This is an optimization exercise on Yosys and OpenROAD, whose aim is small area, a short achievable clock period and few clock cycles, not a production implementation. RTL that was checked went through simulation tests only; none was proved equivalent to the original. Function not checked in run 6: the RTL went through the layout flow alone. No activity file was given, so power comes from the tool's default toggle rates.

### design/flow/config.mk
export PLATFORM = sky130hd
export DESIGN_NAME = spitfp_core
export DESIGN_NICKNAME = spitfp_core
export VERILOG_FILES = /design/flow/design.v
export SDC_FILE = /design/flow/constraint.sdc
export NUM_CORES = 4
export LEC_CHECK = 0
export CAP_MARGIN = 20
export CORE_MARGIN = 2
export CORE_UTILIZATION = 40
export CTS_CLUSTER_DIAMETER = 60
export CTS_CLUSTER_SIZE = 24
export PLACE_DENSITY = 0.6
export SETUP_SLACK_MARGIN = 5.0
export SLEW_MARGIN = 20
### design/flow/constraint.sdc
create_clock -name core_clock -period 8.0 [get_ports {clk}]
set_input_delay 1.6000 -clock core_clock [delete_from_list [all_inputs] [get_ports {clk}]]
set_output_delay 1.6000 -clock core_clock [all_outputs]
set_load 0.01 [all_outputs]
### design/flow/design.v
module spitfp_core (
    input  wire       clk,
    input  wire       rst,         
    input  wire       in_valid,
    output wire       in_ready,
    input  wire [7:0] in_data,
    output wire       out_valid,
    input  wire       out_ready,
    output wire [7:0] out_data
);
    localparam [20:0] BAUD_MIN      = 21'd400000;
    localparam [20:0] BAUD_MAX      = 21'd2000000;
    localparam [20:0] BAUD_RESET    = 21'd1400000;
    localparam [20:0] DYN_MIN_RESET = 21'd400000;
    localparam [1:0] RX_SEEK = 2'd0;
    localparam [1:0] RX_ACC  = 2'd1;
    localparam [1:0] RX_FC   = 2'd2;
    localparam [1:0] TX_IDLE = 2'd0;
    localparam [1:0] TX_DATA = 2'd1;
    localparam [1:0] TX_ACK  = 2'd2;
    localparam [1:0] SM_SEEK  = 2'd0;
    localparam [1:0] SM_CAND  = 2'd1;
    localparam [1:0] SM_REDIR = 2'd3;
    function [31:0] sinc;
        input [31:0] x;
        sinc = (&x) ? x : x + 32'd1;
    endfunction
    function [7:0] rotl;
        input [7:0] x;
        rotl = {x[6:0], x[7]};
    endfunction
    function [7:0] rotr;
        input [7:0] x;
        rotr = {x[0], x[7:1]};
    endfunction
    reg [7:0]  rb   [0:63];      
    reg [7:0]  pbuf [0:23];      
    reg [7:0]  srx  [0:23];      
    reg [5:0]  head;
    reg [5:0]  tail;
    reg [6:0]  used;
    reg [1:0]  rx_state;
    reg [4:0]  rx_len;
    reg [4:0]  send_len;
    reg [4:0]  slot_tx_len;
    reg [4:0]  slot_rx_len;
    reg [1:0]  tx_src;
    reg [4:0]  tx_idx;
    reg        tx_sent, tx_due, tx_rel;
    reg [3:0]  tx_sl;           
    reg [7:0]  tx_sum;
    reg [3:0]  seq_cur, sls;
    reg        ack_owed;
    reg [31:0] now_reg, last_send, zero_run;
    reg [31:0] c_eack, c_efr, c_emsg, c_eovf, c_brick, c_brlet;
    reg [20:0] baud_cfg, baud_cur, baud_new, dyn_min;
    reg        baud_change, dyn_en;
    reg [7:0] ib0, ib1;
    reg [11:0] id0;             
    reg       iv0, iv1;
    reg       in_rdy;
    assign in_ready = in_rdy;
    wire in_fire = in_valid & in_rdy;
    function [11:0] opdec;
        input [7:0] x;
        begin
            opdec[0]  = (x == 8'h01);
            opdec[1]  = (x == 8'h02);
            opdec[2]  = (x == 8'h03);
            opdec[3]  = (x == 8'h04);
            opdec[4]  = (x == 8'h05);
            opdec[5]  = (x == 8'h06);
            opdec[6]  = (x == 8'h07);
            opdec[7]  = (x == 8'h08);
            opdec[8]  = (x == 8'h09);
            opdec[9]  = (x == 8'h0A);
            opdec[10] = (x == 8'h00) || (x > 8'h0A);
            opdec[11] = (x == 8'h00);
        end
    endfunction
    wire [11:0] in_dec  = opdec(in_data);
    wire [11:0] ib1_dec = opdec(ib1);
    wire go;
    always @(posedge clk) begin
        if (rst) begin
            iv0 <= 1'b0;
            iv1 <= 1'b0;
            in_rdy <= 1'b1;
        end else if (go) begin
            if (iv1) begin
                ib0 <= ib1;
                id0 <= ib1_dec;
                iv0 <= 1'b1;
            end else begin
                ib0 <= in_data;
                id0 <= in_dec;
                iv0 <= in_fire;
            end
            iv1 <= 1'b0;
            in_rdy <= 1'b1;
        end else begin
            if (!iv0) begin
                ib0 <= in_data;
                id0 <= in_dec;
                iv0 <= in_fire;
            end else if (!iv1) begin
                ib1 <= in_data;
                iv1 <= in_fire;
            end
            in_rdy <= !(iv1 | (iv0 & in_fire));
        end
    end
    reg        ov, ov1;
    reg [7:0]  od, od1;
    reg [7:0]  od_o;            
    assign out_valid = ov;
    assign out_data  = od_o;
    wire       pv;              
    wire [7:0] pd;
    wire       pop = ov & out_ready;
    always @(posedge clk) begin
        if (rst) begin
            ov  <= 1'b0;
            ov1 <= 1'b0;
        end else if (pop || !ov) begin
            if (ov1) begin
                od  <= od1;
                od_o <= od1;
                ov  <= 1'b1;
                ov1 <= pv;
                od1 <= pd;
            end else begin
                od  <= pd;
                od_o <= pd;
                ov  <= pv;
                ov1 <= 1'b0;
            end
        end else if (pv) begin
            od1 <= pd;
            ov1 <= 1'b1;
        end
    end
    reg        e_opc, e_rx, e_rd, e_sn, e_sd, e_en, e_w;
    reg        w_tick, w_baud, w_dyn, w_prop;
    reg [3:0]  kq;              
    reg [20:0] arg;             
    reg        en_b;
    reg [7:0]  sub_rem;
    reg        sub_l;           
    reg        sub_f;           
    reg        sw;              
    reg        txp;             
    reg [4:0]  sub_n;
    reg [1:0]  sub_st;          
    reg        f_ltmin, f_gtmax, f_ltdyn;
    reg        t_borrow, t_lo, t_hz;
    reg        t3_pend, t3_to;
    integer k;
    reg        r_act, r_drain;
    reg [4:0]  r_idx, r_last;
    reg [17:0] r_oh;            
    reg [4:0]  pb_off;
    reg        sc_act;
    reg [1:0]  sm;
    reg [7:0]  rq;              
    reg        rz, rl;          
    reg [5:0]  ra;              
    reg [7:0]  sh;              
    reg [4:0]  soff;            
    reg [4:0]  sL, sLm1;
    reg [7:0]  sseq;
    reg        scopy;
    wire tx_wait = (tx_src == TX_IDLE) && tx_due && (pb_off != 5'd0);
    wire stall_c = (r_act && !(r_drain && id0[2])) || ov1 || t3_pend || tx_wait;
    wire go_opc  = iv0 && e_opc && !stall_c;    
    assign go = iv0 && (!e_opc || !stall_c);     
    wire [7:0] b = ib0;
    wire       b_zero  = id0[11];
    wire       o_reset = e_opc && id0[0];
    wire       o_tick  = e_opc && id0[1];
    wire       o_rx    = e_opc && id0[2];
    wire       o_tx    = e_opc && id0[3];
    wire       o_sub   = e_opc && id0[4];
    wire       o_drain = e_opc && id0[5];
    wire       o_rd    = e_opc && id0[6];
    wire       o_baud  = e_opc && id0[7];
    wire       o_dyn   = e_opc && id0[8];
    wire       o_prop  = e_opc && id0[9];
    wire       o_inv   = e_opc && id0[10];
    wire [7:0] cmin_b = kq[0] ? 8'h80 : kq[1] ? 8'h1A : kq[2] ? 8'h06 : 8'h00;
    wire [7:0] cmax_b = kq[0] ? 8'h80 : kq[1] ? 8'h84 : kq[2] ? 8'h1E : 8'h00;
    wire [7:0] dyn_b  = kq[0] ? dyn_min[7:0] : kq[1] ? dyn_min[15:8] :
                        kq[2] ? {3'd0, dyn_min[20:16]} : 8'h00;
    wire [7:0] ls_b   = kq[0] ? last_send[7:0] : kq[1] ? last_send[15:8] :
                        last_send[23:16];
    wire       n_ltmin = (b < cmin_b) || ((b == cmin_b) && !kq[0] && f_ltmin);
    wire       n_gtmax = (b > cmax_b) || ((b == cmax_b) && !kq[0] && f_gtmax);
    wire       n_ltdyn = (b < dyn_b)  || ((b == dyn_b)  && !kq[0] && f_ltdyn);
    wire       t_bin   = !kq[0] && t_borrow;
    wire [7:0] ls_b1   = ls_b + 8'd1;
    wire       t_zero  = t_bin ? (b == ls_b1) : (b == ls_b);       
    wire       t_bout  = t_bin ? (b <= ls_b) : (b < ls_b);        
    wire [7:0] ls0     = last_send[7:0];
    wire       t_small = (b == ls0) || (b == ls0 + 8'd1) || (b == ls0 + 8'd2) ||
                         (b == ls0 + 8'd3) || (b == ls0 + 8'd4);   
    wire [7:0] ls3     = last_send[31:24];
    wire [7:0] ls3p1   = last_send[31:24] + 8'd1;
    wire       t_eq3   = t_borrow ? (b == ls3p1) : (b == ls3);
    wire       t_to    = !(t_lo && t_hz && t_eq3);      
    wire        f_lo    = b_zero && f_ltmin;
    wire        f_hi    = !b_zero || f_gtmax;
    wire        f_ld    = b_zero && f_ltdyn;
    wire [20:0] clampv  = f_lo ? BAUD_MIN : (f_hi ? BAUD_MAX : arg);
    wire [20:0] propv   = f_ld ? dyn_min  : (f_hi ? BAUD_MAX : arg);
    wire [31:0] rv [0:17];
    assign rv[0]  = {19'd0, (zero_run[31:4] != 28'd0), tx_rel, tx_due, tx_sent,
                     tx_src, rx_state, baud_change, ack_owed,
                     (send_len != 5'd0),
                     (slot_tx_len != 5'd0) || (send_len != 5'd0),
                     (slot_rx_len != 5'd0)};
    assign rv[1]  = {16'd0, 3'd0, tx_idx, sls, seq_cur};
    assign rv[2]  = c_eack;
    assign rv[3]  = c_efr;
    assign rv[4]  = c_emsg;
    assign rv[5]  = c_eovf;
    assign rv[6]  = c_brick;
    assign rv[7]  = c_brlet;
    assign rv[8]  = {11'd0, baud_cfg};
    assign rv[9]  = {11'd0, baud_cur};
    assign rv[10] = {11'd0, baud_new};
    assign rv[11] = {31'd0, dyn_en};
    assign rv[12] = {11'd0, dyn_min};
    assign rv[13] = zero_run;
    assign rv[14] = last_send;
    assign rv[15] = {3'd0, rx_len, 3'd0, slot_rx_len, 3'd0, slot_tx_len, 3'd0, send_len};
    assign rv[16] = {25'd0, used};
    assign rv[17] = now_reg;
    reg [31:0] reg_val;
    always @(*) begin
        reg_val = 32'd0;
        for (k = 0; k < 18; k = k + 1)
            if (r_oh[k]) reg_val = reg_val | rv[k];
    end
    reg [7:0] r_byte;
    always @(*) begin
        if (r_drain)
            r_byte = srx[r_idx];
        else case (r_idx[1:0])
            2'd0: r_byte = reg_val[7:0];
            2'd1: r_byte = reg_val[15:8];
            2'd2: r_byte = reg_val[23:16];
            default: r_byte = reg_val[31:24];
        endcase
    end
    wire r_push = r_act && !ov1;
    wire [7:0] tx_seqb = (tx_src == TX_DATA) ? {seq_cur, tx_sl} : {4'd0, tx_sl};
    wire       tx_i1   = (tx_idx == 5'd1);
    wire       tx_last = (tx_idx == send_len - 5'd1);
    wire [7:0] txd_b   = tx_i1 ? tx_seqb : (tx_last ? tx_sum : pbuf[0]);
    wire [7:0] txa_b   = tx_i1 ? tx_seqb : tx_sum;
    wire [7:0] tx_b    = (tx_src == TX_IDLE) ? (tx_due ? {3'd0, send_len} :
                                                (ack_owed ? 8'h03 : 8'h00)) :
                         (tx_src == TX_DATA) ? txd_b : txa_b;
    wire       tx_pl   = go_opc && o_tx && txp;
    wire s_fin = e_sd && sub_l;
    wire w_fin = e_w && kq[3];
    wire x_push = (go_opc && (o_tx || o_drain || o_inv)) ||
                  (iv0 && (e_rd || (e_sn && b_zero) || s_fin || (w_fin && !w_tick)));
    reg [7:0] x_byte;
    always @(*) begin
        if (e_opc)
            x_byte = o_tx ? tx_b : (o_drain ? {3'd0, slot_rx_len} : 8'h03);
        else if (e_rd)
            x_byte = (b <= 8'h11) ? 8'd0 : 8'd3;
        else if (e_sn)
            x_byte = 8'd2;
        else if (e_sd)
            x_byte = {6'd0, sub_st};
        else
            x_byte = (w_prop && !dyn_en) ? 8'd4 : 8'd0;
    end
    assign pv = x_push || r_push;
    assign pd = x_push ? x_byte : r_byte;
    wire [7:0] rbyte = rb[ra];
    wire       rb_z    = (rbyte == 8'd0);
    wire       rb_l    = (rbyte >= 8'd3) && (rbyte <= 8'd27);
    wire       hb_len  = rl;
    wire       used0   = (used == 7'd0);
    wire       h_short = ({1'b0, used} < rq);
    wire       c_cse   = (soff == sLm1);
    wire       c_data   = (sL != 5'd3);
    wire [3:0] c_own    = sseq[7:4];
    wire [3:0] c_ackn   = sseq[3:0];
    wire [7:0] sseq_n   = (cand && !c_cse && soff == 5'd1) ? rq : sseq;
    wire       c_new_c  = c_data && (sseq_n[7:4] != 4'd0) && (sseq_n[7:4] != sls);
    reg        c_new, c_stall, ack_match, c_dup, c_own0, cg, ue;
    always @(posedge clk) begin
        ue        <= (used == {2'd0, sL});
        c_new     <= c_new_c;
        c_stall   <= c_new_c && (slot_rx_len != 5'd0);
        ack_match <= (send_len != 5'd0) && tx_sent && (sseq_n[3:0] == seq_cur);
        c_own0    <= (sseq_n[7:4] == 4'd0);
        c_dup     <= (sseq_n[7:4] == sls);
        cg        <= (rbyte == rotl(sh ^ rq));    
    end
    wire [3:0] seq_next  = (seq_cur == 4'd15) ? 4'd1 : seq_cur + 4'd1;
    wire       cand     = sc_act && (sm == SM_CAND);
    wire       seek     = sc_act && (sm == SM_SEEK);
    wire       s_stop0  = seek && used0;
    wire       s_idle   = seek && !used0 && rz;
    wire       s_badl   = seek && !used0 && !rz && !hb_len;
    wire       s_stopa  = seek && !used0 && hb_len && h_short;
    wire       s_start  = seek && !used0 && hb_len && !h_short;
    wire       c_good   = cg;
    wire       d_fin    = cand && c_cse;
    wire       d_bad    = d_fin && !c_good;
    wire       d_stall  = d_fin && c_good && c_stall;
    wire       d_take   = d_fin && c_good && !c_stall;
    wire       used1    = (used == 7'd1);
    wire       s_empty  = ((s_idle || s_badl) && used1) || (d_take && ue && !ack_match);
    wire       sc_stop  = s_stop0 || s_stopa || d_stall || s_empty;
    wire       cp_on    = cand && scopy && !c_cse;
    wire [5:0] head_p1 = head + 6'd1;
    always @(posedge clk) begin
        if (r_push) begin
            r_idx <= r_idx + 5'd1;
            if (r_idx == r_last) r_act <= 1'b0;
        end
        if ((sw && iv0) || tx_pl ||
            ((pb_off != 5'd0) && !sw && (tx_src != TX_DATA))) begin
            for (k = 0; k < 23; k = k + 1)
                pbuf[k] <= pbuf[k+1];
            pbuf[23] <= sw ? b : pbuf[0];
            pb_off   <= (pb_off == 5'd0 || (sw && iv0 && sub_f)) ? 5'd23 : pb_off - 5'd1;
        end
        if (!sc_act) begin
            rq <= rbyte;
            rz <= rb_z;
            rl <= rb_l;
            ra <= head;
        end else begin
            case (sm)
            SM_SEEK: begin
                if (s_idle || s_badl) begin
                    head <= head + 6'd1;
                    used <= used - 7'd1;
                    rq   <= rbyte;
                    rz   <= rb_z;
                    rl   <= rb_l;
                    ra   <= ra + 6'd1;
                end
                if (s_idle) zero_run <= sinc(zero_run);
                if (s_badl) c_efr    <= sinc(c_efr);
                if (s_start) begin
                    sm    <= SM_CAND;
                    sL    <= rq[4:0];
                    sLm1  <= rq[4:0] - 5'd1;
                    soff  <= 5'd1;
                    sh    <= rotl(rq);
                    scopy <= (slot_rx_len == 5'd0);
                    rq    <= rbyte;
                    rz    <= rb_z;
                    rl    <= rb_l;
                    ra    <= ra + 6'd1;
                end
            end
            SM_CAND: begin
                if (!c_cse) begin
                    sh   <= rotl(sh ^ rq);
                    soff <= soff + 5'd1;
                    if (soff == 5'd1) sseq <= rq;
                end
                rq <= rbyte;
                rz <= rb_z;
                rl <= rb_l;
                ra <= ra + 6'd1;
                if (d_bad) begin
                    if (sL == 5'd3) c_eack <= sinc(c_eack);
                    else            c_emsg <= sinc(c_emsg);
                    head <= head_p1;
                    used <= used - 7'd1;
                    ra   <= head_p1;
                    sm   <= SM_REDIR;
                end
                if (d_take) begin
                    head     <= head + {1'b0, sL};
                    used     <= used - {2'd0, sL};
                    zero_run <= 32'd0;
                    sm       <= SM_SEEK;
                    if (ack_match) begin
                        if (tx_src == TX_DATA) begin
                            tx_rel <= 1'b1;
                        end else begin
                            send_len <= 5'd0;
                            tx_sent  <= 1'b0;
                            tx_due   <= 1'b0;
                            tx_rel   <= 1'b0;
                            seq_cur  <= seq_next;
                        end
                    end
                    if (c_data) begin
                        if (c_own0) begin
                            c_efr <= sinc(c_efr);
                        end else if (c_dup) begin
                            ack_owed <= 1'b1;
                        end else begin
                            slot_rx_len <= sL - 5'd3;
                            sls         <= c_own;
                            ack_owed    <= 1'b1;
                            c_brlet     <= sinc(c_brlet);
                        end
                    end
                end
                if (d_stall) sm <= SM_SEEK;
            end
            default: begin    
                rq <= rbyte;
                rz <= rb_z;
                rl <= rb_l;
                ra <= ra + 6'd1;
                sm <= SM_SEEK;
            end
            endcase
        end
        if (cp_on) begin
            for (k = 0; k < 24; k = k + 1)
                if (soff == k + 2) srx[k] <= rq;
        end
        if (sc_stop) begin
            sc_act <= 1'b0;
            ra     <= head;
            if (s_stop0 || s_empty) begin
                rx_state <= RX_SEEK;
                rx_len   <= 5'd0;
            end else if (s_stopa) begin
                rx_state <= RX_ACC;
                rx_len   <= rq[4:0];
            end else begin
                rx_state <= RX_FC;
                rx_len   <= sL;
            end
        end
        if ((iv0 && w_fin && w_tick && (!sc_act || sc_stop)) || (t3_pend && sc_stop)) begin
            t3_pend <= 1'b0;
            if (send_len == 5'd0 && slot_tx_len != 5'd0) begin
                send_len    <= slot_tx_len + 5'd3;
                slot_tx_len <= 5'd0;
                tx_sent     <= 1'b0;
                tx_rel      <= 1'b0;
                tx_due      <= 1'b1;
            end else if (send_len != 5'd0 && tx_sent && !tx_due &&
                         tx_src != TX_DATA && (t3_pend ? t3_to : t_to)) begin
                tx_due <= 1'b1;
            end
            if (baud_change && tx_src == TX_IDLE) begin
                baud_cur    <= baud_new;
                baud_change <= 1'b0;
            end
        end else if (iv0 && w_fin && w_tick) begin
            t3_pend <= 1'b1;
            t3_to   <= t_to;
        end
        if (iv0) begin
            if (go_opc) begin
                if (o_tick) begin
                    e_opc <= 1'b0; e_w <= 1'b1; kq <= 4'b0001;
                    w_tick <= 1'b1; w_baud <= 1'b0; w_dyn <= 1'b0; w_prop <= 1'b0;
                    sc_act <= 1'b1;
                    sm     <= SM_SEEK;
                    ra     <= head + 6'd1;
                end
                if (o_rx)  begin e_opc <= 1'b0; e_rx <= 1'b1; end
                if (o_sub) begin e_opc <= 1'b0; e_sn <= 1'b1; end
                if (o_rd)  begin e_opc <= 1'b0; e_rd <= 1'b1; end
                if (o_baud || o_prop) begin
                    e_opc <= 1'b0; e_w <= 1'b1; kq <= 4'b0001;
                    w_tick <= 1'b0; w_baud <= o_baud; w_dyn <= 1'b0; w_prop <= o_prop;
                end
                if (o_dyn) begin
                    e_opc <= 1'b0; e_en <= 1'b1;
                    w_tick <= 1'b0; w_baud <= 1'b0; w_dyn <= 1'b1; w_prop <= 1'b0;
                end
                if (o_tx) begin
                    if (tx_src == TX_IDLE) begin
                        if (tx_due) begin
                            tx_sl     <= sls;
                            tx_sum    <= rotl({3'd0, send_len});
                            tx_src    <= TX_DATA;
                            tx_idx    <= 5'd1;
                            tx_due    <= 1'b0;
                            tx_sent   <= 1'b1;
                            last_send <= now_reg;
                            ack_owed  <= 1'b0;
                        end else if (ack_owed) begin
                            tx_sl    <= sls;
                            tx_sum   <= 8'h06;
                            tx_src   <= TX_ACK;
                            tx_idx   <= 5'd1;
                            ack_owed <= 1'b0;
                        end
                    end else if (tx_src == TX_DATA) begin
                        tx_sum <= rotl(tx_sum ^ txd_b);
                        if (tx_last) begin
                            tx_src <= TX_IDLE;
                            tx_idx <= 5'd0;
                            if (tx_rel) begin
                                send_len <= 5'd0;
                                tx_sent  <= 1'b0;
                                tx_due   <= 1'b0;
                                tx_rel   <= 1'b0;
                                seq_cur  <= seq_next;
                            end
                        end else begin
                            tx_idx <= tx_idx + 5'd1;
                        end
                        txp <= tx_i1 || (txp && (tx_idx != send_len - 5'd2));
                    end else begin
                        tx_sum <= rotl(tx_sum ^ txa_b);
                        if (tx_idx == 5'd2) begin
                            tx_src <= TX_IDLE;
                            tx_idx <= 5'd0;
                        end else begin
                            tx_idx <= tx_idx + 5'd1;
                        end
                    end
                end
                if (o_drain) begin
                    slot_rx_len <= 5'd0;
                    if (slot_rx_len != 5'd0) begin
                        r_act   <= 1'b1;
                        r_drain <= 1'b1;
                        r_idx   <= 5'd0;
                        r_last  <= slot_rx_len - 5'd1;
                    end
                end
            end
            if (e_rx) begin
                e_rx <= 1'b0; e_opc <= 1'b1;
                rb[tail] <= b;
                tail <= tail + 6'd1;
                if (used[6]) begin
                    head     <= head + 6'd1;
                    ra       <= head_p1;
                    c_eovf   <= sinc(c_eovf);
                    rx_state <= RX_SEEK;
                    rx_len   <= 5'd0;
                end else begin
                    used <= used + 7'd1;
                end
            end
            if (e_rd) begin
                e_rd <= 1'b0; e_opc <= 1'b1;
                r_act   <= 1'b1;
                r_drain <= 1'b0;
                r_idx   <= 5'd0;
                r_last  <= 5'd3;
                for (k = 0; k < 18; k = k + 1)
                    r_oh[k] <= (b == k);
            end
            if (e_sn) begin
                e_sn    <= 1'b0;
                sub_n   <= b[4:0];
                sub_rem <= b;
                sub_l   <= (b == 8'd1);
                sub_f   <= 1'b1;
                if (b == 8'd0 || b > 8'd24)
                    sub_st <= 2'd2;
                else if (slot_tx_len != 5'd0 || send_len != 5'd0)
                    sub_st <= 2'd1;
                else
                    sub_st <= 2'd0;
                if (b == 8'd0) e_opc <= 1'b1;
                else           e_sd  <= 1'b1;
                sw <= (b != 8'd0) && (b <= 8'd24) && (slot_tx_len == 5'd0) && (send_len == 5'd0);
            end
            if (e_sd) begin
                sub_rem <= sub_rem - 8'd1;
                sub_l   <= (sub_rem == 8'd2);
                sub_f   <= 1'b0;
                if (sub_l) begin
                    e_sd <= 1'b0; e_opc <= 1'b1;
                    sw   <= 1'b0;
                    if (sub_st == 2'd0) begin
                        slot_tx_len <= sub_n;
                        c_brick     <= sinc(c_brick);
                    end
                end
            end
            if (e_en) begin
                e_en <= 1'b0; e_w <= 1'b1; kq <= 4'b0001;
                en_b <= (b != 8'd0);
            end
            if (e_w) begin
                kq <= {kq[2:0], 1'b0};
                f_ltmin  <= n_ltmin;
                f_gtmax  <= n_gtmax;
                f_ltdyn  <= n_ltdyn;
                t_borrow <= t_bout;
                if (kq[0]) begin
                    t_lo <= t_small;
                    t_hz <= 1'b1;
                end else begin
                    t_hz <= t_hz && t_zero;
                end
                if (kq[0]) arg[7:0]   <= b;
                if (kq[1]) arg[15:8]  <= b;
                if (kq[2]) arg[20:16] <= b[4:0];
                if (w_tick) begin
                    if (kq[0]) now_reg[7:0]   <= b;
                    if (kq[1]) now_reg[15:8]  <= b;
                    if (kq[2]) now_reg[23:16] <= b;
                    if (kq[3]) now_reg[31:24] <= b;
                end
                if (kq[3]) begin
                    e_w <= 1'b0; e_opc <= 1'b1;
                    if (w_baud) begin
                        baud_cfg <= clampv;
                        if (!dyn_en) begin
                            baud_new    <= clampv;
                            baud_change <= 1'b1;
                        end
                    end
                    if (w_dyn) begin
                        dyn_en  <= en_b;
                        dyn_min <= clampv;
                        if (!en_b) begin
                            baud_new    <= baud_cfg;
                            baud_change <= 1'b1;
                        end
                    end
                    if (w_prop && dyn_en) begin
                        baud_new    <= propv;
                        baud_change <= 1'b1;
                    end
                end
            end
        end
        if (rst || (go_opc && o_reset)) begin
            head <= 6'd0; tail <= 6'd0; used <= 7'd0;
            rx_state <= RX_SEEK; rx_len <= 5'd0;
            send_len <= 5'd0; slot_tx_len <= 5'd0; slot_rx_len <= 5'd0;
            tx_src <= TX_IDLE; tx_idx <= 5'd0; txp <= 1'b0;
            tx_sent <= 1'b0; tx_due <= 1'b0; tx_rel <= 1'b0;
            seq_cur <= 4'd1; sls <= 4'd0; ack_owed <= 1'b0;
            now_reg <= 32'd0; last_send <= 32'd0; zero_run <= 32'd0;
            c_eack <= 32'd0; c_efr <= 32'd0; c_emsg <= 32'd0;
            c_eovf <= 32'd0; c_brick <= 32'd0; c_brlet <= 32'd0;
            baud_cfg <= BAUD_RESET; baud_cur <= BAUD_RESET; baud_new <= BAUD_RESET;
            baud_change <= 1'b0; dyn_en <= 1'b1; dyn_min <= DYN_MIN_RESET;
            ra <= 6'd0;
        end
        if (rst) begin
            e_opc <= 1'b1; e_rx <= 1'b0; e_rd <= 1'b0; e_sn <= 1'b0;
            e_sd <= 1'b0; e_en <= 1'b0; e_w <= 1'b0; sw <= 1'b0;
            sc_act  <= 1'b0;
            t3_pend <= 1'b0;
            r_act   <= 1'b0;
            pb_off  <= 5'd0;
        end
    end
endmodule
### design/flow/run.sh
#!/bin/bash
# synth_recipe.tcl (not shown) runs the flow's synth.tcl, then flattens the netlist and writes it again
# the make line also repeats each setting of config.mk as NAME=value (left out here)
make -C /OpenROAD-flow-scripts/flow DESIGN_CONFIG=/design/flow/config.mk WORK_HOME=/design/flow/orfs CLKGATE_MAP_FILE= SYNTH_SCRIPT=/design/flow/synth_recipe.tcl finish
==> results.txt, run 1 <==
- F_max: 319 MHz
- Gr ovfl total: 0
- Crit Path Max Fanout: 6
- Largest net degree at the start of global routing: 100
- Clk_skew: 0.0811 ns
- Setup tns final: 0 ns
- Most frequent cell after synthesis: edfxtp_1
- CTS Sinks: 1547
- Most frequent cells after synthesis: 1072 x edfxtp_1, 561 x nor2_1, 475 x dfxtp_1, 435 x nand2_1, 283 x a21oi_1
- Sequential share of the synthesized area: 60.7%
- Final instance area: 0.0790 mm^2
- Largest family of logic cells by synthesized area: simple AND/OR/NAND/NOR gates
- Hold crit path type: reg -> reg
- Required time of the critical path: 8.48 ns
- Delay-heaviest family, CP: compound AO/OA/AOI/OAI gates
- CP max stage delay: 0.43 ns
- Setup-failing EPs final: 0
- Status: complete, no violations
- Initial antenna violation count: 5
- H-tree Lvls: 3
- R2R Path Start: r_oh[8]
- Mux cell area share after synthesis: 6.85%
- Area fraction in compound gates after synthesis: 10.9%
- Port bufs: 21
- Worst hold start: pbuf[10][3]
- Synth area leader: edfxtp_1
- Syn_nets: 5767
- CP Launch Point: r_oh[8]
- Synth Area in Adders: 1.68%
- WL/cell: 28.2 um
- Clk pin slew, worst setup/hold paths: 0.09 ns
- Synth Cell Area: 0.0687 mm^2
- CTS Buf Count: 114
- Core footprint: 0.171 mm^2
- GRT Overall Usage: 25.2%
- Inst Count DP: 7686
- CP arrival: 3.62 ns
- EDFF count, synth: 1072
- Critical Path, Cell by Cell: buf_12, buf_12, buf_4, a222oi_1, nand3_1, o21ai_0, a31oi_2, o21ai_0, o22ai_2, mux2_4
- Top flop regs: rb: 512 flops, pbuf: 192 flops, srx: 192 flops
- Die area: 0.175 mm^2
- CTS max path bufs: 3
- Max-slew violations: 0
- Rows: 152
- Final Cycle Share: 39.2%
- Yosys warnings: 3
- Fraction of registers with async set/reset: 0%
- Post-synth cell types: 102
- Final Non-Filler Cells: 8080
- Slowest-stage cell, CP: edfxtp_1
- Top cell type's share of synthesized area: 46.9%
- Initial Util: 40.1%
- RePlAce Congestion: 1.00
- Final net count: 5857
- Hold_ws: 0.394 ns
- Top area cells in the synthesized netlist: edfxtp_1 47%, dfxtp_1 14%, mux4_2 3.4%
- Largest register FFs: 512
- Layout cells sized above 1: 16.4%
- Via/cell ratio: 6.19
- Width of the chip: 418 um
- Synth Flop Type: edfxtp_1
- Cell area after placement: 0.0712 mm^2
- Cells after Synth: 5664
- Pleak: 26.0 nW
- RSZ-0062 raised after global routing: true
- Initial DRC count: 6819
- Slew margin rel.: 22.5%
- DR DRC count: 0
- I/O pin cnt: 22
- Max-cap violations: 0
- Average cell area after synthesis: 12.1 um^2
- TritonRoute pass-1 iters: 8
- XOR/XNOR Fraction of Synth Area: 3.95%
- Number of global-route vias before repair: 45900
- Worst vdd ir: 240 uV
- Min Clock Period, post-route: 3.14 ns
- Final hold vios: 0
- Top reg by flops: rb
- Root buf cell: clkbuf_16
- Cts hold-fix bufs: 0
- Critical path launch point type: flip-flop
- Area delta synth->final: 15.1%
- Vias: 50000
- First-pass GRT wire length: 325000 um
- CTS tree: yes
- CP Class: reg -> reg
- Critical path capture point type: flip-flop
- Synth Register Bits: 1547
- Antenna Nets Post-Route: 0
- Post-Synth Simple-Gate Area: 13.2%
- Die Ht: 418 um
- Clock Latency Late Sink: 0.82 ns
- Dpl hpwl: 145000 um
- Measured slew at the worst slew-check pin: 1.16 ns
- Final wirelength: 228000 um
- CP Buf/Inv Count: 3
- Pwr Density: 234 mW/mm^2
-- area by class of cell --
| cell class | count | area [um^2] |
|---|---|---|
| fill | 15300 | 92100 |
| sequential | 1547 | 41800 |
| multi-input combinational | 3686 | 26600 |
| timing repair buffer | 293 | 3420 |
| clock buffer | 121 | 2890 |
| tap | 2233 | 2790 |
| clock inverter | 86 | 1120 |
| inverter | 112 | 445 |
| antenna | 2 | 5.00 |
-- through the flow --
stage,utilization [%],worst slack (ns),power (W)
finish,46.2,4.86,0.0185
global route,46.2,4.82,0.0190
CTS,45.6,4.92,0.0184
detailed placement,41.6,3.66,0.0117
global placement,41.6,3.71,0.0117
floorplan,-,4.77,0.0109
-- power breakdown --
part	leakage, nW	switching [W]	internal (W)
Sequential	13.7	0.000256	0.00950
Clock	1.93	0.00322	0.00307
Combinational	10.3	0.00152	0.000896
Total	26.0	0.00500	0.0135
-- worst paths after layout --
check | to | slack, ns | cells past startpoint
worst max-delay path | od_o[6] | 4.86 | 10
worst min register to register | pbuf[9][3] | 0.39 | 0
worst max register to register | od_o[6] | 4.86 | 10
worst min-delay path | pbuf[9][3] | 0.39 | 0
-- layout by cell type (no fill, tap or decap), types with 33 or more instances in the layout --
master / instances
dfxtp_1: 444
a22oi_1: 175
nor3_1: 102
o21ai_0: 148
nand4_1: 109
nor2_1: 539
xnor2_1: 166
a21oi_1: 258
clkbuf_16: 117
buf_4: 178
buf_12: 33
nand3_1: 220
mux4_2: 114
o211ai_1: 39
mux2i_1: 138
ha_1: 81
nor2b_1: 34
nand2_1: 427
and2_1: 38
or3_1: 60
inv_1: 99
a221oi_1: 49
xor2_1: 143
a22o_1: 51
mux2_2: 45
edfxtp_1: 1072
and4_1: 34
and3_1: 63
-- worst reg2reg max path, stage by stage, from the launching register on --
cell      delay, ns
edfxtp_1       0.43
buf_12         0.17
buf_12         0.13
buf_4          0.14
a222oi_1       0.38
nand3_1        0.21
o21ai_0        0.38
a31oi_2        0.27
o21ai_0        0.27
o22ai_2        0.13
mux2_4         0.31
-- kinds of logic after synthesis --
family,after synthesis
AND/OR/NAND/NOR,1870
flip-flops,1547
AO/OA/AOI/OAI,1095
buffers and inverters,438
multiplexers,313
XOR/XNOR,310
adder cells (fa/ha/maj),91
-- layer usage --
| metal | GRT usage (%) | vias to the layer above | share of wire [%] |
|---|---|---|---|
| li1 | - | 21700 | - |
| met3 | 4.63 | 589 | 9.4 |
| met5 | 0 | - | 0.0057 |
| met4 | 12.4 | 2 | 6.0 |
| met2 | 38.5 | 2761 | 44 |
| met1 | 34.5 | 25000 | 40 |
-- timing repair --
item | CTS | global route
cloned | 30 | 3
gates resized for setup | 339 | 150
pin swaps | 63 | 58
setup endpoints to repair | 911 | 608
setup buffers | 107 | 45
hold endpoints to repair | 0 | 0
Testbench counts, summed over its fixed seeds: cycles 160,687.
==> run 2: changes to the inputs <==
--- a/design/flow/config.mk
+++ b/design/flow/config.mk
@@ -7,9 +7,9 @@
 export LEC_CHECK = 0
 export CAP_MARGIN = 20
 export CORE_MARGIN = 2
-export CORE_UTILIZATION = 40
+export CORE_UTILIZATION = 50
 export CTS_CLUSTER_DIAMETER = 60
-export CTS_CLUSTER_SIZE = 24
-export PLACE_DENSITY = 0.6
+export CTS_CLUSTER_SIZE = 20
+export PLACE_DENSITY = 0.65
 export SETUP_SLACK_MARGIN = 5.0
 export SLEW_MARGIN = 20
==> run 2 against run 1 <==
Compared with the run above: still clean; first-iteration DRC count increased by 4.2%; synthesized cell count unchanged; non-clock buffer count decreased by 1; combinational power decreased by 3%; clock skew decreased by 0.041 ns; final cell count decreased by 5.6%; utilization increased by 11 points; sequential power about the same; critical path depth unchanged.
==> results.txt, run 2 <==
- Sequential share of the synthesized area: 60.7%
- Clk_skew: 0.0406 ns
- Clk pin slew, worst setup/hold paths: 0.08 ns
- Die Ht: 375 um
- EDFF count, synth: 1072
- TritonRoute pass-1 iters: 8
- Initial DRC count: 7105
- Setup tns final: 0 ns
- Fillers: 11000
- F_max: 319 MHz
- Port bufs: 21
- Top flop regs: rb: 512 flops, pbuf: 192 flops, srx: 192 flops
- Synth area leader: edfxtp_1
- Min Clock Period, post-route: 3.14 ns
- Total power: 0.0183 W
- CP max stage delay: 0.44 ns
- First-pass GRT wire length: 317000 um
- Hold_ws: 0.392 ns
- Final instance area: 0.0781 mm^2
- Measured slew at the worst slew-check pin: 1.07 ns
- Final wirelength: 221000 um
- Area delta synth->final: 13.7%
- CTS Buf Count: 117
- Top cell type's share of synthesized area: 46.9%
- CTS Sinks: 1547
- Synth Register Bits: 1547
- Initial Util: 50.5%
- Setup-failing EPs final: 0
- Synth Cell Area: 0.0687 mm^2
- Gr ovfl total: 0
- Worst reg2reg path depth: 10
- Most common cell after layout, fill and taps aside: edfxtp_1
- Top reg by flops: rb
- Die area: 0.140 mm^2
- Initial antenna violation count: 5
- Critical path depth in cells: 10
- Slowest-stage cell, CP: edfxtp_1
- Cells after Synth: 5664
- Critical Path, Cell by Cell: buf_12, buf_4, a22o_1, a221oi_1, nand4_1, a21oi_1, nand3_1, a21oi_2, o32ai_2, mux2_2
- Max-cap violations: 0
- CP Buf/Inv Count: 2
- CTS max path bufs: 3
- Max-slew violations: 0
- Critical path launch point type: flip-flop
- CTS tree: yes
- Worst vdd ir: 278 uV
- Post-synth cell types: 102
- Fraction of registers with async set/reset: 0%
- Vias: 49800
- GRT Overall Usage: 30.6%
- Hold-critical path depth: 0
- Via/cell ratio: 6.52
- Final hold vios: 0
- Synth Flop Type: edfxtp_1
- Pleak: 25.9 nW
- Critical path capture point type: flip-flop
- Rows: 135
- Required time of the critical path: 8.51 ns
- Final Cycle Share: 39.2%
- RePlAce Congestion: 1.01
- Root buf cell: clkbuf_16
- Antenna Nets Post-Route: 0
- RSZ-0062 raised after global routing: true
- Final net count: 5857
- Average cell area after synthesis: 12.1 um^2
- CP arrival: 3.65 ns
- DR DRC count: 0
- Most frequent cells in the layout: 1072 x edfxtp_1, 539 x nor2_1, 452 x dfxtp_1
- Number of global-route vias before repair: 46300
- Most frequent cells after synthesis: 1072 x edfxtp_1, 561 x nor2_1, 475 x dfxtp_1, 435 x nand2_1, 283 x a21oi_1
- H-tree Lvls: 3
- Top area cells in the synthesized netlist: edfxtp_1 47%, dfxtp_1 14%, mux4_2 3.4%
- Largest net degree at the start of global routing: 113
- Layout cells sized above 1: 15.6%
- Core footprint: 0.136 mm^2
- Status: complete, no violations
- CP Class: reg -> reg
- Pwr Density: 234 mW/mm^2
- Yosys warnings: 3
- Slew margin rel.: 28.3%
- Util after Layout: 57.4%
- WL/cell: 29.0 um
- Hold crit path type: reg -> reg
- Syn_nets: 5767
- Delay-heaviest family, CP: compound AO/OA/AOI/OAI gates
- Cell area after placement: 0.0706 mm^2
- Dpl hpwl: 145000 um
- Clock Latency Late Sink: 0.78 ns
- I/O pin cnt: 22
- Crit Path Max Fanout: 6
- Largest register FFs: 512
- Width of the chip: 375 um
- Most frequent cell after synthesis: edfxtp_1
-- run 2: cell counts after synthesis --
No cell type changed its count.
-- run 2: kinds of logic (layout without fill, tap and decap cells) --
| family | after synthesis | in the layout | synth area share (%) |
|---|---|---|---|
| other | 0 | 3 | 0 |
| adders and majority gates | 91 | 91 | 1.68 |
| AOI/OAI and AO/OA | 1095 | 1100 | 10.9 |
| xor gates and xnor gates | 310 | 310 | 3.95 |
| muxes | 313 | 313 | 6.85 |
| DFF | 1547 | 1547 | 60.7 |
| buffers and inverters | 438 | 615 | 2.69 |
| and+or+nand+nor | 1870 | 1870 | 13.2 |
-- run 2: report_power, final --
group	internal, W	switching, W	leakage, nW	total [W]
Combinational	0.000881	0.00147	10.2	0.00235
Clock	0.00308	0.00311	1.95	0.00620
Sequential	0.00949	0.000260	13.7	0.00975
-- run 2: final timing paths --
check | start | to | slack [ns]
max | r_oh[7] | od_o[7] | 4.86
min | pbuf[3][2] | pbuf[2][2] | 0.39
max reg2reg | r_oh[7] | od_o[7] | 4.86
min reg2reg | pbuf[3][2] | pbuf[2][2] | 0.39
-- run 2: timing repair --
action / in CTS / in global routing
cloned: 17 / 8
resized for setup: 300 / 142
endpoints found under the setup margin: 995 / 420
setup buffers: 93 / 61
pin swaps: 45 / 49
hold buffers: 0 / 0
-- run 2: area by class of cell --
type | instances | area, um^2 | share of cell area, %
clock buffer | 137 | 3170 | 4.06
multi-input combinational | 3684 | 26400 | 33.8
inverter | 112 | 444 | 0.569
clock inverter | 74 | 811 | 1.04
antenna | 3 | 7.51 | 0.00961
timing repair buffer | 292 | 3270 | 4.19
tap | 1781 | 2230 | 2.85
sequential | 1547 | 41800 | 53.5
-- run 2: per-layer routing --
| metal | vias to the layer above | part of all wire (%) | global-route usage [%] | routed length, um |
|---|---|---|---|---|
| met5 | - | 0.021 | 0 | 46 |
| met4 | 6 | 6.2 | 15.9 | 13700 |
| met3 | 622 | 9.9 | 5.79 | 21900 |
| met2 | 2857 | 45 | 47.2 | 99600 |
| met1 | 24600 | 39 | 41.2 | 86000 |
| li1 | 21700 | - | - | - |
-- run 2: per-stage QoR --
stage	setup slack (ns)	cells
floorplan	4.77	5664
global placement	3.76	7236
detailed placement	3.66	7237
CTS	4.85	7558
global route	4.82	7627
finish	4.86	7630
==> run 3: changes to the inputs <==
--- a/design/flow/config.mk
+++ b/design/flow/config.mk
@@ -7,9 +7,9 @@
 export LEC_CHECK = 0
 export CAP_MARGIN = 20
 export CORE_MARGIN = 2
-export CORE_UTILIZATION = 50
+export CORE_UTILIZATION = 40
 export CTS_CLUSTER_DIAMETER = 60
 export CTS_CLUSTER_SIZE = 20
-export PLACE_DENSITY = 0.65
+export PLACE_DENSITY = 0.7
 export SETUP_SLACK_MARGIN = 5.0
 export SLEW_MARGIN = 20
==> run 3 against run 2 <==
Compared with the run above: critical path depth shrank 2; final area rose by 0.18%; via count increased by 1.1%; setup slack worse by 0.10 ns.
==> results.txt, run 3 <==
- Status: complete, no violations
- Clock Latency Late Sink: 0.79 ns
- F_max: 309 MHz
- CTS Buf Count: 107
- Dpl hpwl: 140000 um
- Post-Synth Simple-Gate Area: 13.2%
- Width of the chip: 418 um
- Average cell area after synthesis: 12.1 um^2
- Crit Path Max Fanout: 5
- GRT met1 Usage: 32.0%
- Via/cell ratio: 6.27
- Core footprint: 0.171 mm^2
- Min Clock Period, post-route: 3.24 ns
- Die area: 0.175 mm^2
- Syn_nets: 5767
- Synth Flop Type: edfxtp_1
- CTS max path bufs: 3
- Initial DRC count: 7767
- Largest register FFs: 512
- Clk pin slew, worst setup/hold paths: 0.08 ns
- Final wirelength: 218000 um
- Synth Area in Adders: 1.68%
- DR DRC count: 0
- Final net count: 5825
- Top reg by flops: rb
- Top flop regs: rb: 512 flops, pbuf: 192 flops, srx: 192 flops
- Final WS setup: 4.76 ns
- TritonRoute pass-1 iters: 9
- Final hold vios: 0
- Antenna Nets Post-Route: 0
- Max-slew violations: 0
- Gr ovfl total: 0
- Largest family of logic cells by synthesized area: simple AND/OR/NAND/NOR gates
- Area fraction in compound gates after synthesis: 10.9%
- Worst vdd ir: 208 uV
- Gr busiest metal: met2
- Initial Util: 40.1%
- Rows: 152
- Most frequent cell after synthesis: edfxtp_1
- Hold crit path type: reg -> reg
- Grt met3 use: 5.48%
- Synth Register Bits: 1547
- Fraction of registers with async set/reset: 0%
- EDFF count, synth: 1072
- First-pass GRT wire length: 316000 um
- Area delta synth->final: 13.9%
- Setup-failing EPs final: 0
- Mux cell area share after synthesis: 6.85%
- Setup tns final: 0 ns
- Sequential share of the synthesized area: 60.7%
- Most frequent cells in the layout: 1072 x edfxtp_1, 510 x nor2_1, 448 x dfxtp_1
- Die Ht: 418 um
- Met2 usage: 36.5%
- Root buf cell: clkbuf_16
- Critical path capture point type: flip-flop
- CP arrival: 3.73 ns
- Final Non-Filler Cells: 8018
- Required time of the critical path: 8.50 ns
- Measured slew at the worst slew-check pin: 1.15 ns
- H-tree Lvls: 3
- Clk_skew: 0.0422 ns
- I/O pin cnt: 22
- Pleak: 25.7 nW
- Pwr Density: 228 mW/mm^2
- Slew margin rel.: 23.1%
- Hold_ws: 0.403 ns
- RePlAce Congestion: 0.989
- Top cell type's share of synthesized area: 46.9%
- Max-cap violations: 0
- WL/cell: 27.2 um
- Most frequent cells after synthesis: 1072 x edfxtp_1, 561 x nor2_1, 475 x dfxtp_1, 435 x nand2_1, 283 x a21oi_1
- RSZ-0062 raised after global routing: true
- Internal reg-to-reg setup slack: 4.76 ns
- Largest net degree at the start of global routing: 124
- Layout cells sized above 1: 15.5%
- Synth Cell Area: 0.0687 mm^2
- Vias: 50300
- CP Class: reg -> reg
- Yosys warnings: 3
- Cells after Synth: 5664
- Inst Count DP: 7682
- Synth area leader: edfxtp_1
- Initial antenna violation count: 3
- CTS tree: yes
- XOR/XNOR Fraction of Synth Area: 3.95%
- Final Cycle Share: 40.5%
- Critical path launch point type: flip-flop
- # diodes: 0
- Post-synth cell types: 102
- Most common cell after layout, fill and taps aside: edfxtp_1
- Top area cells in the synthesized netlist: edfxtp_1 47%, dfxtp_1 14%, mux4_2 3.4%
- Place WS: 3.83 ns
- CTS Sinks: 1547
- Port bufs: 21
- GRT Overall Usage: 24.1%
- Number of global-route vias before repair: 47000
-- run 3: changes by cell type in the layout (fill, tap and decap cells not counted), moves of 8 or more --
cell | previous run | this run
buf_4 | 184 | 168
clkbuf_16 | 132 | 116
nor2_1 | 539 | 510
nor2_4 | 2 | 16
nor2_2 | 21 | 36
clkbuf_1 | 11 | 3
-- run 3: final cells by class --
| cell class | count | area, um^2 |
|---|---|---|
| Clock inverter | 53 | 649 |
| Multi-Input combinational cell | 3684 | 26600 |
| Sequential cell | 1547 | 41800 |
| Timing Repair Buffer | 270 | 3090 |
| Clock buffer | 119 | 2870 |
| Tap cell | 2233 | 2790 |
| Fill cell | 15000 | 92900 |
| Inverter | 112 | 455 |
-- run 3: metrics by stage --
| stage | area, um^2 | util [%] | power, W |
|---|---|---|---|
| after detailed placement | 71100 | 41.5 | 0.0117 |
| after global placement | 71100 | 41.5 | 0.0116 |
| after CTS | 77000 | 45.0 | 0.0177 |
| after floorplan | 68800 | - | 0.0109 |
| final | 78200 | 45.7 | 0.0179 |
| after global routing | 78200 | 45.7 | 0.0183 |
-- run 3: where the power goes --
part	switching, W	internal (W)
Sequential	0.000272	0.00950
Combinational	0.00145	0.000864
Clock	0.00295	0.00282
-- run 3: repair_timing --
action,in CTS,in global routing
pin swaps,48,51
gates resized for setup,326,183
setup buffers,100,39
hold buffers,0,0
gates cloned,20,4
setup endpoints to repair,1198,747
-- run 3: logic make-up (layout without fill, tap and decap cells) --
group	after synthesis	count (layout)
simple gates	1870	1870
mux	313	313
fa+ha+maj	91	91
compound gates	1095	1100
flops	1547	1547
xor+xnor	310	310
buf+inv	438	554
-- run 3: worst paths after layout --
path,start,endpoint,cells after the start
setup / recovery,r_oh[3],od_o[4],8
hold reg to reg,pbuf[7][0],pbuf[6][0],0
setup reg to reg,r_oh[3],od_o[4],8
hold / removal,pbuf[7][0],pbuf[6][0],0
-- run 3: per-layer routing --
metal / vias up / part of all wire [%]
li1: 21600 / -
met1: 24900 / 38
met2: 3181 / 44
met3: 689 / 11
met4: 0 / 6.4
met5: - / 0
-- run 3: critical path, stage by stage (launching register included) --
cell	delay, ns
edfxtp_1	0.45
buf_12	0.17
a222oi_1	0.97
nand3_1	0.20
a211oi_2	0.18
o211ai_1	0.19
a21oi_2	0.31
o32ai_4	0.16
mux2_4	0.30
==> run 4: changes to the inputs <==
--- a/design/flow/config.mk
+++ b/design/flow/config.mk
@@ -10,6 +10,7 @@
 export CORE_UTILIZATION = 40
 export CTS_CLUSTER_DIAMETER = 60
 export CTS_CLUSTER_SIZE = 20
-export PLACE_DENSITY = 0.7
+export GPL_ROUTABILITY_DRIVEN = 0
+export PLACE_DENSITY = 0.6
 export SETUP_SLACK_MARGIN = 5.0
 export SLEW_MARGIN = 20
==> run 4 against run 3 <==
Compared with the run above: still clean on timing, DRC and antenna; die area stayed put; via count is 1.2% lower; utilization is 0.20 points higher; synthesized area stayed put; global-route usage is 0.70 points higher; clock-buffer cell count is 3 higher; sequential share of layout area is 0.23 points lower; flip-flop and latch count stayed put; non-clock buffer count is 15 higher; sequential power hardly changed; final cell count is 0.65% higher; setup slack better by 0.10 ns; critical path type unchanged; critical endpoint is now rb[27][3]; largest cell class unchanged; highest routed layer is now met5.
==> results.txt, run 4 <==
- Status: complete, no violations
- CTS tree: yes
- Layout cells sized above 1: 15.9%
- Internal reg-to-reg setup slack: 4.87 ns
- Worst Hold End: pbuf[5][5]
- Top area cells in the synthesized netlist: edfxtp_1 47%, dfxtp_1 14%, mux4_2 3.4%
- Clock Latency Late Sink: 0.80 ns
- Most frequent cell after synthesis: edfxtp_1
- CP Class: reg -> reg
- Syn_nets: 5767
- WL/cell: 27.8 um
- F_max: 319 MHz
- Initial antenna violation count: 9
- Cells after Synth: 5664
- Synth area leader: edfxtp_1
- First-pass GRT wire length: 321000 um
- Yosys warnings: 3
- CTS Buf Count: 116
- Most common cell after layout, fill and taps aside: edfxtp_1
- Final Cycle Share: 39.2%
- Reg2Reg Capture Point: rb[27][3]
- Gr ovfl total: 0
- CTS Sinks: 1547
- Final wirelength: 224000 um
- Initial DRC count: 6905
- Critical path capture point type: flip-flop
- Die area: 0.175 mm^2
- Setup-failing EPs final: 0
- CP arrival: 3.52 ns
- Root buf cell: clkbuf_16
- Hold-critical path depth: 0
- Final net count: 5851
- Die Ht: 418 um
- Clk pin slew, worst setup/hold paths: 0.08 ns
- Port bufs: 21
- Required time of the critical path: 8.39 ns
- Synth Register Bits: 1547
- Worst hold start: pbuf[6][5]
- Average cell area after synthesis: 12.1 um^2
- Dpl hpwl: 146000 um
- RSZ-0062 raised after global routing: true
- Pwr Density: 231 mW/mm^2
- Vias: 49700
- Critical Path, Cell by Cell: buf_4, nand2_1, nor2_1, nand3_1, nor2_1
- Final instance area: 0.0786 mm^2
- Number of global-route vias before repair: 46300
- Worst vdd ir: 240 uV
- CTS max path bufs: 3
- Min Clock Period, post-route: 3.13 ns
- Core footprint: 0.171 mm^2
- Crit Path Max Fanout: 32
- Clk_skew: 0.0528 ns
- Rows: 152
- Max-slew violations: 0
- Worst path most repeated cell: nor2_1
- DR DRC count: 0
- Top flop regs: rb: 512 flops, pbuf: 192 flops, srx: 192 flops
- Worst reg2reg path depth: 5
- Post-synth cell types: 102
- Sequential share of the synthesized area: 60.7%
- Top cell type's share of synthesized area: 46.9%
- GRT Overall Usage: 24.8%
- Antenna Nets Post-Route: 0
- Synth Cell Area: 0.0687 mm^2
- Setup tns final: 0 ns
- Cts hold-fix bufs: 0
- Hold crit path type: reg -> reg
- Width of the chip: 418 um
- Util after Layout: 45.9%
- Largest net degree at the start of global routing: 78
- I/O pin cnt: 22
- Area delta synth->final: 14.4%
- Final hold vios: 0
- Critical path launch point type: flip-flop
- TritonRoute pass-1 iters: 7
- Fraction of registers with async set/reset: 0%
- Via/cell ratio: 6.16
- EDFF count, synth: 1072
- Measured slew at the worst slew-check pin: 1.19 ns
- Pleak: 25.9 nW
- Synth Flop Type: edfxtp_1
- Top reg by flops: rb
- Max-cap violations: 0
- Slowest-stage cell, CP: nor2_1
- H-tree Lvls: 3
- Largest register FFs: 512
- Most frequent cells in the layout: 1072 x edfxtp_1, 533 x nor2_1, 447 x dfxtp_1
- Initial Util: 40.1%
- Hold_ws: 0.388 ns
- Most frequent cells after synthesis: 1072 x edfxtp_1, 561 x nor2_1, 475 x dfxtp_1, 435 x nand2_1, 283 x a21oi_1
- R2R Path Start: iv0
- CP max stage delay: 0.94 ns
- Cell area after placement: 0.0712 mm^2
- Slew margin rel.: 20.8%
[run 4: cell types whose count changed in the layout (fill, tap and decap cells not counted), moves of 8 or more]
cell,change
buf_12,-8
buf_4,+18
buf_6,+9
clkinv_1,+9
nor2_1,+23
nor2_2,-11
nor2_4,-12
[run 4: logic make-up after synthesis]
logic type / count (synthesis) / share of synthesized area, %
AND/OR/NAND/NOR: 1870 / 13.2
buffers and inverters: 438 / 2.69
XOR/XNOR: 310 / 3.95
AO/OA/AOI/OAI: 1095 / 10.9
multiplexers: 313 / 6.85
adder cells (fa/ha/maj): 91 / 1.68
flip-flops: 1547 / 60.7
[run 4: where the power goes]
| part | switching [W] | leakage, nW | internal [W] |
|---|---|---|---|
| Combinational | 0.00146 | 10.3 | 0.000827 |
| Sequential | 0.000257 | 13.7 | 0.00950 |
| Clock | 0.00315 | 1.88 | 0.00295 |
[run 4: worst max-delay path by stage]
| stage | from | to | slack, ns | cells past startpoint |
|---|---|---|---|---|
| 2_1_floorplan | pb_off[0] | pb_off[3] | 4.77 | 13 |
| 3_3_place_gp | rst | c_eovf[29] | 3.88 | 4 |
| 3_5_place_dp | rst | c_efr[7] | 3.84 | 4 |
| 4_1_cts | r_idx[0] | od_o[1] | 4.81 | 12 |
| 5_1_grt | iv0 | rb[27][3] | 4.78 | 5 |
| 6_report | iv0 | rb[27][3] | 4.87 | 5 |
[run 4: through the flow]
step	worst slack [ns]	power [W]	cells
2_1_floorplan	4.77	0.0109	5664
3_3_place_gp	3.88	0.0117	7687
3_5_place_dp	3.84	0.0117	7687
4_1_cts	4.81	0.0181	7997
5_1_grt	4.78	0.0187	8068
6_report	4.87	0.0181	8070
[run 4: metal layers]
layer  vias to the layer above  track usage (%)  routed length (um)
met2                      2709             38.2              101000
met1                     24800             34.5               90700
met5                         -                0                  68
met4                        12             10.1               10900
li1                      21600                -                   -
met3                       546             4.75               22100
[run 4: repair_timing]
item	CTS	global route
cloned	21	4
endpoints found under the setup margin	869	637
pin swaps	53	54
resized for setup	318	163
setup buffers	84	66
[run 4: final cells by class]
type,count,area [um^2]
clock inverter,83,898
inverter,112,447
sequential,1547,41800
clock buffer,122,2980
antenna,2,5.00
timing repair buffer,285,3100
tap,2233,2790
multi-input combinational,3686,26600
fill,15300,92600
[run 4: worst max-delay path, delay by kind of cell, from the launching register on]
family                 cells  cell delay, ns
buffers and inverters      1            0.38
and+or+nand+nor            4            2.01
DFF                        1            0.31
==> run 5: changes to the inputs <==
--- a/design/flow/config.mk
+++ b/design/flow/config.mk
@@ -10,7 +10,6 @@
 export CORE_UTILIZATION = 40
 export CTS_CLUSTER_DIAMETER = 60
 export CTS_CLUSTER_SIZE = 20
-export GPL_ROUTABILITY_DRIVEN = 0
 export PLACE_DENSITY = 0.6
 export SETUP_SLACK_MARGIN = 5.0
 export SLEW_MARGIN = 20
==> run 5 against run 4 <==
Compared with the run above: combinational power is 3% higher; die area stayed put; hold slack better by 0.011 ns; maximum frequency is 0.34% lower; clock skew is 0.023 ns higher; sequential share of layout area is 0.075 points lower; clock power is 3.9% higher; non-clock buffer count is 15 lower; synthesized cell count stayed put; wire length is 0.66% higher; largest cell class unchanged; largest power group unchanged.
==> results.txt, run 5 <==
- EDFF count, synth: 1072
- Most common cell after layout, fill and taps aside: edfxtp_1
- Synth Register Bits: 1547
- Largest net degree at the start of global routing: 100
- I/O pin cnt: 22
- Top reg by flops: rb
- Hold crit path type: reg -> reg
- CP arrival: 3.67 ns
- Root buf cell: clkbuf_16
- WL/cell: 28.0 um
- Post-synth cell types: 102
- Synth area leader: edfxtp_1
- CTS Sinks: 1547
- Min Clock Period, post-route: 3.15 ns
- Via/cell ratio: 6.16
- Cells after Synth: 5664
- Status: complete, no violations
- Hold_ws: 0.399 ns
- Clk pin slew, worst setup/hold paths: 0.08 ns
- Setup tns final: 0 ns
- Inst Count DP: 7686
- Pwr Density: 235 mW/mm^2
- Synth Cell Area: 0.0687 mm^2
- Clock Latency Late Sink: 0.83 ns
- Required time of the critical path: 8.53 ns
- Final hold vios: 0
- Worst vdd ir: 187 uV
- Final WS setup: 4.85 ns
- RePlAce Congestion: 1.00
- Syn_nets: 5767
- Vias: 49700
- CTS Buf Count: 118
- Critical path capture point type: flip-flop
- Top cell type's share of synthesized area: 46.9%
- Final net count: 5839
- TritonRoute pass-1 iters: 7
- Rows: 152
- Area delta synth->final: 14.6%
- Top area cells in the synthesized netlist: edfxtp_1 47%, dfxtp_1 14%, mux4_2 3.4%
- Dpl hpwl: 145000 um
- Most frequent cell after synthesis: edfxtp_1
- Fraction of registers with async set/reset: 0%
- Cts hold-fix bufs: 0
- Sequential share of the synthesized area: 60.7%
- CTS tree: yes
- Critical path launch point type: flip-flop
- Layout cells sized above 1: 16.0%
- Synth Flop Type: edfxtp_1
- Die area: 0.175 mm^2
- Largest register FFs: 512
- Final Non-Filler Cells: 8059
- Most frequent cells after synthesis: 1072 x edfxtp_1, 561 x nor2_1, 475 x dfxtp_1, 435 x nand2_1, 283 x a21oi_1
- Crit Path Max Fanout: 6
- Setup-failing EPs final: 0
- RSZ-0062 raised after global routing: true
- Initial antenna violation count: 4
- Number of global-route vias before repair: 45700
- Most frequent cells in the layout: 1072 x edfxtp_1, 532 x nor2_1, 446 x dfxtp_1
- Slew margin rel.: 23.4%
- DR DRC count: 0
- Pleak: 25.9 nW
- F_max: 318 MHz
- Initial Util: 40.1%
- Initial DRC count: 6379
- Antenna Nets Post-Route: 0
- Place WS: 3.66 ns
- Measured slew at the worst slew-check pin: 1.14 ns
- Top flop regs: rb: 512 flops, pbuf: 192 flops, srx: 192 flops
- CTS max path bufs: 3
- CP Class: reg -> reg
- Final Cycle Share: 39.3%
- Width of the chip: 418 um
- Max-slew violations: 0
- Util after Layout: 46.0%
- Clk_skew: 0.0763 ns
- Final wirelength: 226000 um
- Port bufs: 21
- Yosys warnings: 3
- Die Ht: 418 um
- Core footprint: 0.171 mm^2
- Average cell area after synthesis: 12.1 um^2
- Gr ovfl total: 0
- H-tree Lvls: 3
- First-pass GRT wire length: 323000 um
- GRT Overall Usage: 25.0%
- Max-cap violations: 0
[run 5: cell counts after synthesis]
Identical to the previous run, type by type.
[run 5: where the power goes]
| part | switching, W | total (W) | internal [W] |
|---|---|---|---|
| registers | 0.000259 | 0.00975 | 0.00950 |
| clock network | 0.00322 | 0.00635 | 0.00313 |
| logic | 0.00149 | 0.00235 | 0.000858 |
[run 5: cell type report]
| cell class | instances | area [um^2] |
|---|---|---|
| fill | 15400 | 92500 |
| sequential | 1547 | 41800 |
| multi-input combinational | 3687 | 26600 |
| timing repair buffer | 270 | 3070 |
| clock buffer | 128 | 3060 |
| tap | 2233 | 2790 |
| clock inverter | 81 | 1000 |
| inverter | 112 | 444 |
| antenna | 1 | 2.50 |
[run 5: worst paths after layout]
path / start / endpoint / slack (ns) / cells past startpoint
max: ra[0] / rl / 4.85 / 9
min: pbuf[10][3] / pbuf[9][3] / 0.40 / 0
max reg2reg: ra[0] / rl / 4.85 / 9
min reg2reg: pbuf[10][3] / pbuf[9][3] / 0.40 / 0
[run 5: timing repair]
action,in CTS,in global routing
pin swaps,50,51
hold endpoints to repair,0,0
gates resized for setup,313,143
gates cloned,25,5
setup buffers,84,49
setup endpoints to repair,914,670
[run 5: cell families (layout without fill, tap and decap cells)]
kind of cell             Yosys count  count (layout)  share of synthesized area [%]
multiplexers                     313             313                           6.85
flip-flops                      1547            1547                           60.7
AND/OR/NAND/NOR                 1870            1870                           13.2
other                              0               1                              0
buffers and inverters            438             591                           2.69
XOR/XNOR                         310             310                           3.95
adder cells (fa/ha/maj)           91              91                           1.68
AO/OA/AOI/OAI                   1095            1103                           10.9
[run 5: stage by stage]
stage	total power [W]	area (um^2)
CTS	0.0184	77600
finish	0.0185	78700
global placement	0.0117	71200
detailed placement	0.0117	71200
floorplan	0.0109	68800
global route	0.0190	78700
[run 5: worst max-delay path: stages, from the launching register on]
cell and delay, ns:
dfxtp_4 0.47, buf_12 0.13, buf_16 0.14, mux4_2 0.52
mux4_2 0.47, and2_4 0.19, o32a_1 0.39, buf_4 0.17
a2111oi_4 0.31, a311oi_2 0.08
[run 5: metal layers]
metal / GRT usage (%) / wire length [um] / up-vias
met4: 12.0 / 13100 / 2
met1: 34.5 / 91500 / 24800
met3: 4.61 / 20900 / 541
met2: 38.2 / 100000 / 2677
met5: 0 / 20 / -
li1: - / - / 21600
==> run 6: changes to the inputs <==
--- a/design/flow/design.v
+++ b/design/flow/design.v
@@ -118,6 +118,8 @@
     wire       pv;              
     wire [7:0] pd;
     wire       pop = ov & out_ready;
+    always @(posedge clk)
+        od_o <= (pop || !ov) ? (ov1 ? od1 : pd) : od;
     always @(posedge clk) begin
         if (rst) begin
             ov  <= 1'b0;
@@ -125,13 +127,11 @@
         end else if (pop || !ov) begin
             if (ov1) begin
                 od  <= od1;
-                od_o <= od1;
                 ov  <= 1'b1;
                 ov1 <= pv;
                 od1 <= pd;
             end else begin
                 od  <= pd;
-                od_o <= pd;
                 ov  <= pv;
                 ov1 <= 1'b0;
             end
==> run 6 against run 5 <==
Compared with the run above: synthesized area grew 0.69%; clock power grew 2%; sequential power grew 0.9%; clock skew shrank 0.034 ns; clock-buffer cell count grew 2; utilization grew 0.37 points; non-clock buffer count grew 41; wire length grew 1.3%.
==> results.txt, run 6 <==
- Syn_nets: 5891
- Synth Flop Type: edfxtp_1
- Cells after Synth: 5788
- Clk pin slew, worst setup/hold paths: 0.07 ns
- Top area cells in the synthesized netlist: edfxtp_1 47%, dfxtp_1 14%, nor2_1 3.2%
- Measured slew at the worst slew-check pin: 1.10 ns
- Initial DRC count: 6658
- Required time of the critical path: 8.67 ns
- Gr ovfl total: 0
- Setup-failing EPs final: 0
- Slew margin rel.: 26.0%
- Port bufs: 21
- DR DRC count: 0
- Status: complete, no violations
- F_max: 318 MHz
- Die area: 0.176 mm^2
- CTS tree: yes
- Critical path launch point type: flip-flop
- Delay-heaviest family, CP: compound AO/OA/AOI/OAI gates
- Top flop regs: rb: 512 flops, pbuf: 192 flops, srx: 192 flops
- Critical path depth in cells: 11
- TritonRoute pass-1 iters: 8
- Critical Path, Cell by Cell: buf_16, buf_4, buf_12, mux4_2, a22o_4, a221oi_4, and3_4, o221a_2, nand4_1, or4_4, a2111oi_4
- Largest net degree at the start of global routing: 97
- Final wirelength: 229000 um
- Fillers: 15400
- Max-cap violations: 0
- Total power: 0.0187 W
- Final net count: 5980
- Most frequent cell after synthesis: edfxtp_1
- Antenna Nets Post-Route: 0
- Mux cell area share after synthesis: 6.06%
- Cts hold-fix bufs: 0
- Util after Layout: 46.3%
- Average cell area after synthesis: 11.9 um^2
- Post-synth cell types: 97
- Top cell type's share of synthesized area: 46.5%
- Worst reg2reg path depth: 11
- Initial Util: 40.3%
- Crit Path Max Fanout: 6
- Pwr Density: 235 mW/mm^2
- Layout cells sized above 1: 15.2%
- Initial antenna violation count: 4
- Clk_skew: 0.0419 ns
- Yosys warnings: 3
- Vias: 50500
- Via/cell ratio: 6.10
- Synth area leader: edfxtp_1
- Sequential share of the synthesized area: 60.5%
- CP max stage delay: 0.54 ns
- Most frequent cells after synthesis: 1072 x edfxtp_1, 596 x nor2_1, 483 x dfxtp_1, 452 x nand2_1, 246 x a21oi_1
- Min Clock Period, post-route: 3.14 ns
- Root buf cell: clkbuf_16
- Slowest-stage cell, CP: or4_4
- Worst vdd ir: 214 uV
- Max-slew violations: 0
- Most frequent cells in the layout: 1072 x edfxtp_1, 565 x nor2_1, 454 x dfxtp_1
- Post-Synth Simple-Gate Area: 13.7%
- Core footprint: 0.172 mm^2
- Number of global-route vias before repair: 47000
- Setup tns final: 0 ns
- H-tree Lvls: 3
- Internal reg-to-reg setup slack: 4.86 ns
- Final Cycle Share: 39.3%
- Hold crit path type: reg -> reg
- Final hold vios: 0
- RePlAce Congestion: 0.979
- Synth Area in Adders: 1.67%
- Area delta synth->final: 15.1%
- CP arrival: 3.82 ns
- Critical path capture point type: flip-flop
- Largest family of logic cells by synthesized area: simple AND/OR/NAND/NOR gates
- Synth Cell Area: 0.0692 mm^2
- I/O pin cnt: 22
- Rows: 152
- Die Ht: 420 um
- Dpl hpwl: 150000 um
- Clock Latency Late Sink: 0.80 ns
- R2R Path Start: ra[1]
- CTS max path bufs: 3
- CP Class: reg -> reg
- Area fraction in compound gates after synthesis: 11.2%
- RSZ-0062 raised after global routing: true
- CP Launch Point: ra[1]
- Fraction of registers with async set/reset: 0%
- Top reg by flops: rb
- Width of the chip: 420 um
- CTS Buf Count: 120
- Crit path capture: cg
- CP Buf/Inv Count: 3
- GRT Overall Usage: 25.1%
- EDFF count, synth: 1072
- Reg2Reg Capture Point: cg
- First-pass GRT wire length: 327000 um
- WL/cell: 27.6 um
- CTS Sinks: 1555
- Largest register FFs: 512
- Synth Register Bits: 1555
- Pleak: 26.2 nW
- Most common cell after layout, fill and taps aside: edfxtp_1
- XOR/XNOR Fraction of Synth Area: 4.09%
[run 6: logic make-up (layout without fill, tap and decap cells)]
family | count (synthesis) | in the layout
AOI/OAI and AO/OA | 1120 | 1120
xor gates and xnor gates | 323 | 323
adders and majority gates | 91 | 91
buffers and inverters | 451 | 627
DFF | 1555 | 1555
muxes | 310 | 310
other | 0 | 2
and+or+nand+nor | 1938 | 1940
[run 6: report_power, final]
part	leakage (nW)	switching (W)	internal [W]	total (W)
Sequential	13.8	0.000274	0.00957	0.00984
Combinational	10.4	0.00155	0.000849	0.00240
Clock	2.02	0.00324	0.00325	0.00649
[run 6: area by class of cell]
cell class	instances	area (um^2)	share of cell area (%)
clock inverters	81	1040	1.31
multi-input cells	3784	26800	33.7
diodes	2	5.00	0.00629
repair buffers	311	3330	4.19
well taps	2310	2890	3.63
flip-flops and latches	1555	41900	52.7
clock buffers	130	3130	3.94
inverters	105	415	0.522
[run 6: metrics by stage]
step	cell area [um^2]	setup slack, ns	cells	hold slack (ns)
after floorplan	69200	3.08	5788	0.400
after global placement	71800	3.31	7878	0.400
after detailed placement	71800	3.24	7878	0.405
after CTS	78100	4.90	8191	0.413
after global routing	79600	4.75	8276	0.424
final	79600	4.86	8278	0.405
[run 6: how the worst min path moves through the flow]
stage / start / end / slack, ns / cells after the start
floorplan: pbuf[1][0] / pbuf[0][0] / 0.40 / 0
global placement: pbuf[10][6] / pbuf[9][6] / 0.40 / 0
finish: pbuf[8][0] / pbuf[7][0] / 0.40 / 0
detailed placement: pbuf[11][6] / pbuf[10][6] / 0.40 / 0
global route: pbuf[8][5] / pbuf[7][5] / 0.42 / 0
CTS: pbuf[6][6] / pbuf[5][6] / 0.41 / 0
[run 6: metal layers]
layer | wire length [um] | track usage [%] | vias up
met1 | 92900 | 34.0 | 25200
met3 | 20800 | 4.94 | 546
li1 | - | - | 22100
met4 | 12100 | 11.5 | 4
met5 | 36 | 0 | -
met2 | 103000 | 38.9 | 2644
[run 6: what timing repair did]
action	in CTS	in global routing
endpoints found under the setup margin	1004	605
pin swaps	47	59
gates resized for setup	305	158
cloned	13	8
buffers inserted	89	77

Re-timed with assumed drivers on the ports (clkbuf_16 on the clock, buf_2 on other inputs), run 6 has 4.858 ns of setup slack against 4.858 ns with ideal ports, and 4.213 ns once port delays also move by the mid clock arrival of 0.866 ns.
